Source: an optimization exercise on an open RTL-to-GDS flow (aim: small area). Production flows keep margins and buffers that such runs may drop.
Where RTL was checked, it was by simulation tests only, not by an equivalence proof against the original.
Function not checked in run 1: the RTL went through the layout flow alone.

==> flow/design.v (outline; a module is shown in full before it is edited, if it fits) <==
// module tflf: 1291 lines
// module tflf_ao22: 7 lines
// module tflf_aoi222: 8 lines
// module tflf_sel60: 18 lines
// module tflf_fa: 7 lines
// module tflf_dec64: 15 lines
// module tflf_twmask: 12 lines
// module tflf_xwdec: 18 lines
module tflf (
    input  wire          clk,
    input  wire          rst,
    input  wire          cancel,
    input  wire          op_valid,
    output wire          op_ready,
    input  wire [2:0]    op_sel,
    input  wire [7:0]    op_cmd,
    input  wire [7:0]    op_plen,
    input  wire [479:0]  op_params,    
    input  wire [15:0]   op_freq,
    input  wire          rx_valid,
    output wire          rx_ready,
    input  wire [7:0]    rx_data,
    input  wire          rx_timeout,
    output wire          tx_valid,
    input  wire          tx_ready,
    output wire [7:0]    tx_data,
    input  wire          tx_fail,
    output reg           res_valid,
    output reg  [2:0]    res_kind,
    output reg  [48:0]   res_payload,
    output wire          busy,
    output wire          dead,
    output reg  [3:0]    fsm,
    output wire [7:0]    cnt,
    output wire [7:0]    len,
    output reg  [7:0]    acc,
    output reg  [2:0]    op,
    output wire [7:0]    req_id,
    output wire [7:0]    tx_len,
    output wire [7:0]    tx_idx,
    output reg  [15:0]   dist_cm,
    output reg  [15:0]   strength,
    output reg  [15:0]   temp_raw,
    output reg           csum_ok,
    output reg           tlm_valid,
    output wire [16:0]   temp_q3,
    output wire [7:0]    resp_id,
    output wire [7:0]    resp_len,
    output reg           resp_valid,
    output reg  [7:0]    ver_patch,
    output reg  [7:0]    ver_minor,
    output reg  [7:0]    ver_major,
    output reg           ver_valid,
    output reg  [2:0]    err,
    output reg           err_corr,
    input  wire [7:0]    x_addr,
    output wire [7:0]    x_data,
    input  wire [7:0]    t_addr,
    output wire [7:0]    t_data
);
  // ...
==> flow/flow/run.sh <==
#!/bin/bash
# The standard layout (the standard.sh, unchanged synthesis), with the
# port buffers that global placement inserts made from the smallest buffer
# cell, sky130_fd_sc_hd__buf_1, instead of the resizer's default choice.
set -euo pipefail
export BUFFER_PORTS_ARGS="-buffer_cell sky130_fd_sc_hd__buf_1"
bash standard.sh > standard.log 2>&1
==> flow/standard.sh <==
#!/bin/bash
# synth_recipe.tcl (not shown) runs the flow's synth.tcl, then flattens the netlist and writes it again
# the make line also repeats each setting of config.mk as NAME=value (left out here)
make -C /OpenROAD-flow-scripts/flow DESIGN_CONFIG=/design/flow/config.mk WORK_HOME=/design/flow/orfs CLKGATE_MAP_FILE= SYNTH_SCRIPT=/design/flow/synth_recipe.tcl "${@:-finish}"
==> flow/config.mk <==
export PLATFORM = sky130hd
export DESIGN_NAME = tflf
export DESIGN_NICKNAME = tflf
export VERILOG_FILES = /design/flow/design.v
export SDC_FILE = /design/flow/constraint.sdc
export NUM_CORES = 4
export LEC_CHECK = 0
export CAP_MARGIN = 20
export CORE_MARGIN = 2
export CORE_UTILIZATION = 55
export CTS_BUF_LIST = sky130_fd_sc_hd__clkbuf_16
export CTS_CLUSTER_DIAMETER = 100
export CTS_CLUSTER_SIZE = 25
export PLACE_DENSITY = 0.65
export SLEW_MARGIN = 20
export SYNTH_HIERARCHICAL = 1
export SYNTH_MINIMUM_KEEP_SIZE = 0
==> flow/constraint.sdc <==
create_clock -name core_clock -period 25.0 [get_ports {clk}]
set_input_delay 5.0000 -clock core_clock [delete_from_list [all_inputs] [get_ports {clk}]]
set_output_delay 5.0000 -clock core_clock [all_outputs]
set_load 0.01 [all_outputs]
==> reports/metrics.cfg, run 1 <==
[run_status]
outcome = finished clean

[synth]
syn_area_um2 = 51300
synth_area_per_cell_um2 = 11.4

[worst_setup_path]
crit_path_end_kind = primary output
worstSetupPathType = flop to primary output
arrival_ns = 15.24
path_depth = 38
cp_slowest_cell = fa_1
slowest_delay_ns = 0.64

[floorplan]
io_pins = 797
start_util_pct = 55.2
rows = 112

[hold_path]
hp-class = flop to flop

[finish]
reg_top3 = tp (480), xs (480)
final_common_cell = dfxtp_1
n_antenna_cell = 4
seq_share_pct = 38.8

[sta]
timing.hold.ws_ns = 0.480
slew_headroom_pct = 14.5
tightest_slew_ns = 1.28
period_minus_slack_ns = 20.24
rsz0062_at_grt = no

[routing]
wl_per_cell_um = 33.9
remaining_drc_errors = 0
drtIter0Drc = 7818
vias_per_cell = 6.94
wl_met1_mm = 78.9

[clocking]
clock_sinks = 1101
clock_latency_ns = 0.72
clkTransAtPathRegs_ns = 0.10

[placed_design]
dp_slack_ns = 5.54

[grt]
grt_use_met3_pct = 10.8
antenna_found_initial = 13

==> module tflf_dec64, before the edit <==
module tflf_dec64 (
    input  wire [5:0]  a,
    output wire [63:0] y
);
    wire [7:0] lo = 8'd1 << a[2:0];
    wire [7:0] hi = 8'd1 << a[5:3];
    genvar h, l;
    generate
        for (h = 0; h < 8; h = h + 1) begin : g_h
            for (l = 0; l < 8; l = l + 1) begin : g_l
                assign y[8*h+l] = hi[h] & lo[l];
            end
        end
    endgenerate
endmodule
==> module tflf_twmask, before the edit <==
module tflf_twmask (
    input  wire        we,
    input  wire [6:0]  plen,
    output wire [59:0] y
);
    genvar k;
    generate
        for (k = 0; k < 60; k = k + 1) begin : g_k
            assign y[k] = we & (plen > k);
        end
    endgenerate
endmodule
==> module tflf_xwdec, before the edit <==
module tflf_xwdec (
    input  wire        wr,
    input  wire        tread,
    input  wire [5:0]  cnt,
    output wire [59:0] we,
    output wire [59:0] keep
);
    wire [63:0] oh;
    tflf_dec64 u_dec (.a(cnt), .y(oh));
    genvar k;
    generate
        for (k = 0; k < 59; k = k + 1) begin : g_k
            assign we[k] = wr & oh[k+3];
        end
    endgenerate
    assign we[59] = wr & (oh[62] | (tread & oh[2]));
    assign keep = ~we;
endmodule
==> run 2: changes to the inputs <==
--- a/flow/design.v
+++ b/flow/design.v
@@ -1004,20 +1004,20 @@
     wire cs_490 = cs_488 ^ cs_489;
     wire [7:0] t_sum = {cs_490, cs_370, cs_309, cs_249, cs_189, cs_131, cs_77, cs_30};
     wire [5:0]  ta     = (fsm == S_CSEND) ? txi_r[5:0] : t_addr[5:0];
     wire [63:0] t_oh;
     tflf_dec64 u_tdec (.a(ta), .y(t_oh));
     wire [5:0]  t_last = txl_r[5:0] - 6'd1;
     wire [7:0]  t_par;
     tflf_sel60 u_tsel (.oh(t_oh[62:3]), .d(tp), .y(t_par));
-    wire [7:0]  t_rd   = (ta == t_last) ? t_sum :
-                         (t_par | ({8{t_oh[0]}} & CMD_HDR) |
-                                  ({8{t_oh[1]}} & {1'b0, txl_r}) |
-                                  ({8{t_oh[2]}} & {6'd0, tid_r}));
+    wire [7:0]  t_rd   = ({8{ta == t_last}} & t_sum) | t_par |
+                         ({8{t_oh[0]}} & CMD_HDR) |
+                         ({8{t_oh[1]}} & {1'b0, txl_r}) |
+                         ({8{t_oh[2]}} & {6'd0, tid_r});
     assign t_data  = t_rd;
     assign tx_data = t_rd;
     reg  [479:0] xs;
     wire [479:0] xs_d;
     wire x_wr = ev_rx && ((fsm == S_TREAD) || (fsm == S_RPAY) || (fsm == S_RCSUM));
     wire [59:0] x_we_all, x_keep_all;
     tflf_xwdec u_xwd (.wr(x_wr), .tread(fsm == S_TREAD), .cnt(cnt_r[5:0]),
                       .we(x_we_all), .keep(x_keep_all));
@@ -1328,49 +1328,67 @@
 );
     assign s  = a ^ b ^ c;
     assign co = (a & b) | (a & c) | (b & c);
 endmodule
 module tflf_dec64 (
     input  wire [5:0]  a,
     output wire [63:0] y
 );
-    wire [7:0] lo = 8'd1 << a[2:0];
-    wire [7:0] hi = 8'd1 << a[5:3];
+    wire [7:0] lo_n = ~(8'd1 << a[2:0]);
+    wire [7:0] hi_n = ~(8'd1 << a[5:3]);
     genvar h, l;
     generate
         for (h = 0; h < 8; h = h + 1) begin : g_h
             for (l = 0; l < 8; l = l + 1) begin : g_l
-                assign y[8*h+l] = hi[h] & lo[l];
+                tflf_nor2 u_n (.a(hi_n[h]), .b(lo_n[l]), .y(y[8*h+l]));
             end
         end
     endgenerate
 endmodule
 module tflf_twmask (
     input  wire        we,
     input  wire [6:0]  plen,
     output wire [59:0] y
 );
+    wire [7:0] gth, eqh, gtl;
     genvar k;
     generate
+        for (k = 0; k < 8; k = k + 1) begin : g_p
+            assign gth[k] = we & (plen[6:3] > k);
+            assign eqh[k] = we & (plen[6:3] == k);
+            assign gtl[k] = (plen[2:0] > k);
+        end
         for (k = 0; k < 60; k = k + 1) begin : g_k
-            assign y[k] = we & (plen > k);
+            tflf_a21o u_o (.a1(eqh[k/8]), .a2(gtl[k%8]), .b1(gth[k/8]), .y(y[k]));
         end
     endgenerate
 endmodule
 module tflf_xwdec (
     input  wire        wr,
     input  wire        tread,
     input  wire [5:0]  cnt,
     output wire [59:0] we,
     output wire [59:0] keep
 );
-    wire [63:0] oh;
-    tflf_dec64 u_dec (.a(cnt), .y(oh));
+    wire [7:0] lo   = 8'd1 << cnt[2:0];
+    wire [7:0] hiw  = {8{wr}} & (8'd1 << cnt[5:3]);
+    wire [7:0] lo_n = ~lo;
+    wire [7:0] hiw_n = ~hiw;
     genvar k;
     generate
         for (k = 0; k < 59; k = k + 1) begin : g_k
-            assign we[k] = wr & oh[k+3];
+            tflf_nor2  u_w (.a(hiw_n[(k+3)/8]), .b(lo_n[(k+3)%8]), .y(we[k]));
+            tflf_nand2 u_k (.a(hiw[(k+3)/8]),   .b(lo[(k+3)%8]),   .y(keep[k]));
         end
     endgenerate
-    assign we[59] = wr & (oh[62] | (tread & oh[2]));
-    assign keep = ~we;
+    assign we[59]   = (hiw[7] & lo[6]) | (tread & hiw[0] & lo[2]);
+    assign keep[59] = ~we[59];
+endmodule
+module tflf_nor2 (input wire a, input wire b, output wire y);
+    assign y = ~(a | b);
+endmodule
+module tflf_a21o (input wire a1, input wire a2, input wire b1, output wire y);
+    assign y = (a1 & a2) | b1;
+endmodule
+module tflf_nand2 (input wire a, input wire b, output wire y);
+    assign y = ~(a & b);
 endmodule
==> run 2 against run 1 <==
- still clean
- synthesized cell count down 2.6%
- cell count down 1.9%
- routed wire length down 3.7%
- clock skew down 0.013 ns
- register-to-register slack worse by 0.40 ns
- utilization up 0.48 points
- hold slack worse by 0.0026 ns
- non-clock buffer count down 10
- setup slack better by 0.036 ns
- design area down 0.88%
==> reports/metrics.cfg, run 2 <==
[placed_design]
dpl.hpwl_mm = 165  ; was 170 mm
placed_area_um2 = 54800  ; was 55500 µm²
portBuffers = 774  ; unchanged
gp_congestion = 1.04  ; was 1.10

[clocking]
cts_tree = yes  ; unchanged
clock_latency_ns = 0.70  ; was 0.72 ns
numCtsBuffers = 51  ; was 50
cts.path.max_buffers = 3  ; unchanged
postCtsSetupBuffers = 0  ; unchanged
clkTransAtPathRegs_ns = 0.10  ; about the same
clock_sinks = 1101  ; unchanged
htreeDepth = 2  ; unchanged
cts-hold-fix-buffers = 0  ; unchanged
cts_resized = 0  ; unchanged
cts-root-buf = clkbuf_16  ; unchanged

[floorplan]
io_pins = 797  ; unchanged
start_util_pct = 55.3  ; was 55.2%
die_y_um = 307  ; was 309 µm
die_area_um2 = 94400  ; was 95700 µm²
die_w_um = 307  ; was 309 µm
core-area_um2 = 91400  ; was 92900 µm²
rows = 111  ; was 112

[sta]
tns_ns = 0  ; unchanged
period_minus_slack_ns = 20.20  ; was 20.24 ns
slew_headroom_pct = 17.8  ; was 14.5%
timing.hold.ws_ns = 0.477  ; was 0.480 ns
fin_crit_sh_pct = 80.8  ; was 81.0%
slew_viol_final = 0  ; unchanged
tightest_slew_ns = 1.23  ; was 1.28 ns
timing.fmax_mhz = 49.5  ; was 49.4 MHz
hold_viol = 0  ; unchanged
setup_violations = 0  ; unchanged
rsz0062_at_grt = no  ; unchanged
skew_ns = 0.0286  ; was 0.0416 ns

[grt]
antenna_found_initial = 27  ; was 13
grt.total_usage_pct = 43.2  ; was 44.4%
grt_overflow = 0  ; unchanged
grt_max_degree = 98  ; was 214
grt_pass1_wl_mm = 295  ; was 303 mm
grt_pass1_vias = 40800  ; was 41.5k

[finish]
fill_cells = 7850  ; was 7916
final_common_cell = dfxtp_1  ; unchanged
drive_gt1_share_pct = 3.31  ; was 3.57%
area_growth_pct = 11.5  ; was 10.9%
reg_top3 = tp (480), xs (480)  ; unchanged
layout_common_cells = 1097 x dfxtp_1, 982 x a22o_1, 765 x buf_1, 366 x fa_1, 320 x a222oi_1  ; was 1097 x dfxtp_1, 984 x a22o_1, 765 x buf_1, 366 x fa_1, 338 x nor2_1
fin_area_um2 = 56400  ; was 56900 µm²
nets = 6098  ; was 6171

[hold_path]
min_path_cells = 1  ; was 2
hp-class = flop to flop  ; unchanged
hold_end = xs[343]$_DFF_P_  ; was dist_cm[10]$_SDFFE_PP0P_
hp-start = xs[343]$_DFF_P_  ; was dist_cm[10]$_SDFFE_PP0P_

[synth]
yosysWarnings = 7  ; unchanged
syn_inst = 4376  ; was 4492
synth_area_per_cell_um2 = 11.6  ; was 11.4 µm²
syn_area_um2 = 50600  ; was 51300 µm²

[worst_setup_path]
worstSetupPathType = flop to primary output  ; unchanged
arrival_ns = 15.20  ; was 15.24 ns
cp-start-kind = flop  ; unchanged
reg2reg_depth = 10  ; was 8
critPathRequiredTime_ns = 20.00  ; about the same
crit_path_end_kind = primary output  ; unchanged
path_common_cell = fa_1  ; unchanged
cp_slowest_cell = fa_1  ; unchanged
reg2reg_slack_ns = 20.05  ; was 20.45 ns
crit_family = adder cells  ; unchanged
r2r_start = fsm[1]$_SDFFE_PP0P_  ; was fsm[3]$_SDFFE_PP0P_
slowest_delay_ns = 0.66  ; was 0.64 ns
setup.worst_path.start = tp[24]$_DFF_P_  ; was tp[32]$_DFF_P_
path_buf_inv = 1  ; unchanged
cp_max_fo = 3  ; unchanged
timing.rr.end = tp[97]$_DFF_P_  ; was xs[336]$_DFF_P_

[routing]
vias_per_cell = 7.04  ; was 6.94
remaining_drc_errors = 0  ; unchanged
firstDrtPassIters = 9  ; was 11
wl_per_cell_um = 33.3  ; was 33.9 µm
drtIter0Drc = 7593  ; was 7818
wirelength_mm = 212  ; was 221 mm
drtAntennaViolNets = 0  ; unchanged
vias = 44900  ; was 45.1k

[run_status]
outcome = finished clean  ; unchanged

[run]
maxCapViolCount = 0  ; unchanged

==> run 2: cell type report <==
class / count / area (µm²) / area share [%]
flip-flops and latches: 1101 / 22100 / 39.2
repair buffers: 821 / 3280 / 5.81
inverters: 43 / 161 / 0.286
well taps: 1186 / 1480 / 2.63
clock buffers: 51 / 1280 / 2.26
clock inverters: 11 / 168 / 0.297
diodes: 21 / 52.6 / 0.0932
multi-input cells: 3143 / 27900 / 49.4
==> run 2: metal layers <==
metal	up-vias	routed length, µm	track usage [%]	part of all wire, %
li1	18800	-	-	-
met1	22300	84600	62.4	40
met2	3374	86000	59.6	41
met3	447	31500	14.0	15
met4	6	10200	17.2	4.8
met5	-	31	0	0.015
==> run 2: worst max-delay path by stage <==
stage / to / slack (ns) / depth (start not counted)
floorplan: tx_data[7] / 6.19 / 38
CTS: tx_data[7] / 4.74 / 38
finish: tx_data[7] / 4.80 / 38
global placement: tx_data[7] / 5.60 / 38
global route: tx_data[7] / 4.37 / 38
detailed placement: tx_data[7] / 5.54 / 38
==> run 2: through the flow <==
step / setup slack, ns / utilization, % / instances
floorplan: 6.19 / - / 4402
global placement: 5.60 / 60.0 / 6291
detailed placement: 5.54 / 60.0 / 6292
CTS: 4.74 / 61.6 / 6354
global route: 4.37 / 61.7 / 6375
finish: 4.80 / 61.7 / 6377
==> run 2: worst register-to-register path, delay by kind of cell (launching register included) <==
kind	cells	cell delay [ns]
compound gates	2	0.84
buf+inv	1	0.39
flops	1	0.57
simple gates	7	3.08

[what the ideal ports hide]
The results above use ideal ports. As a check the final layouts listed here were re-extracted and re-timed, cells and wires unchanged. Step 1: set_driving_cell puts a clkbuf_16 on clk and a buf_2 on each other input, an assumption about the parent block. Step 2 times the ports against the registers' clock, not the clock port: input delays grow and output delays shrink by t, the midpoint of the rising clock arrivals with the driver on. Three values: ideal, step 1, step 2; two values: the first two.
| run | shift t [ns] | setup slack, ns | hold WS [ns] | clock arrival spread, ns | worst register clock-pin slew, ns |
|---|---|---|---|---|---|
| run 1 | 0.773 | 4.760 / 4.686 / 5.459 | 0.480 / 0.480 / 0.480 | 0.048 / 0.048 | 0.11 / 0.11 |
| run 2 | 0.756 | 4.795 / 4.719 / 5.475 | 0.477 / 0.477 / 0.477 | 0.044 / 0.043 | 0.11 / 0.11 |
After both steps every run listed still meets setup and hold.
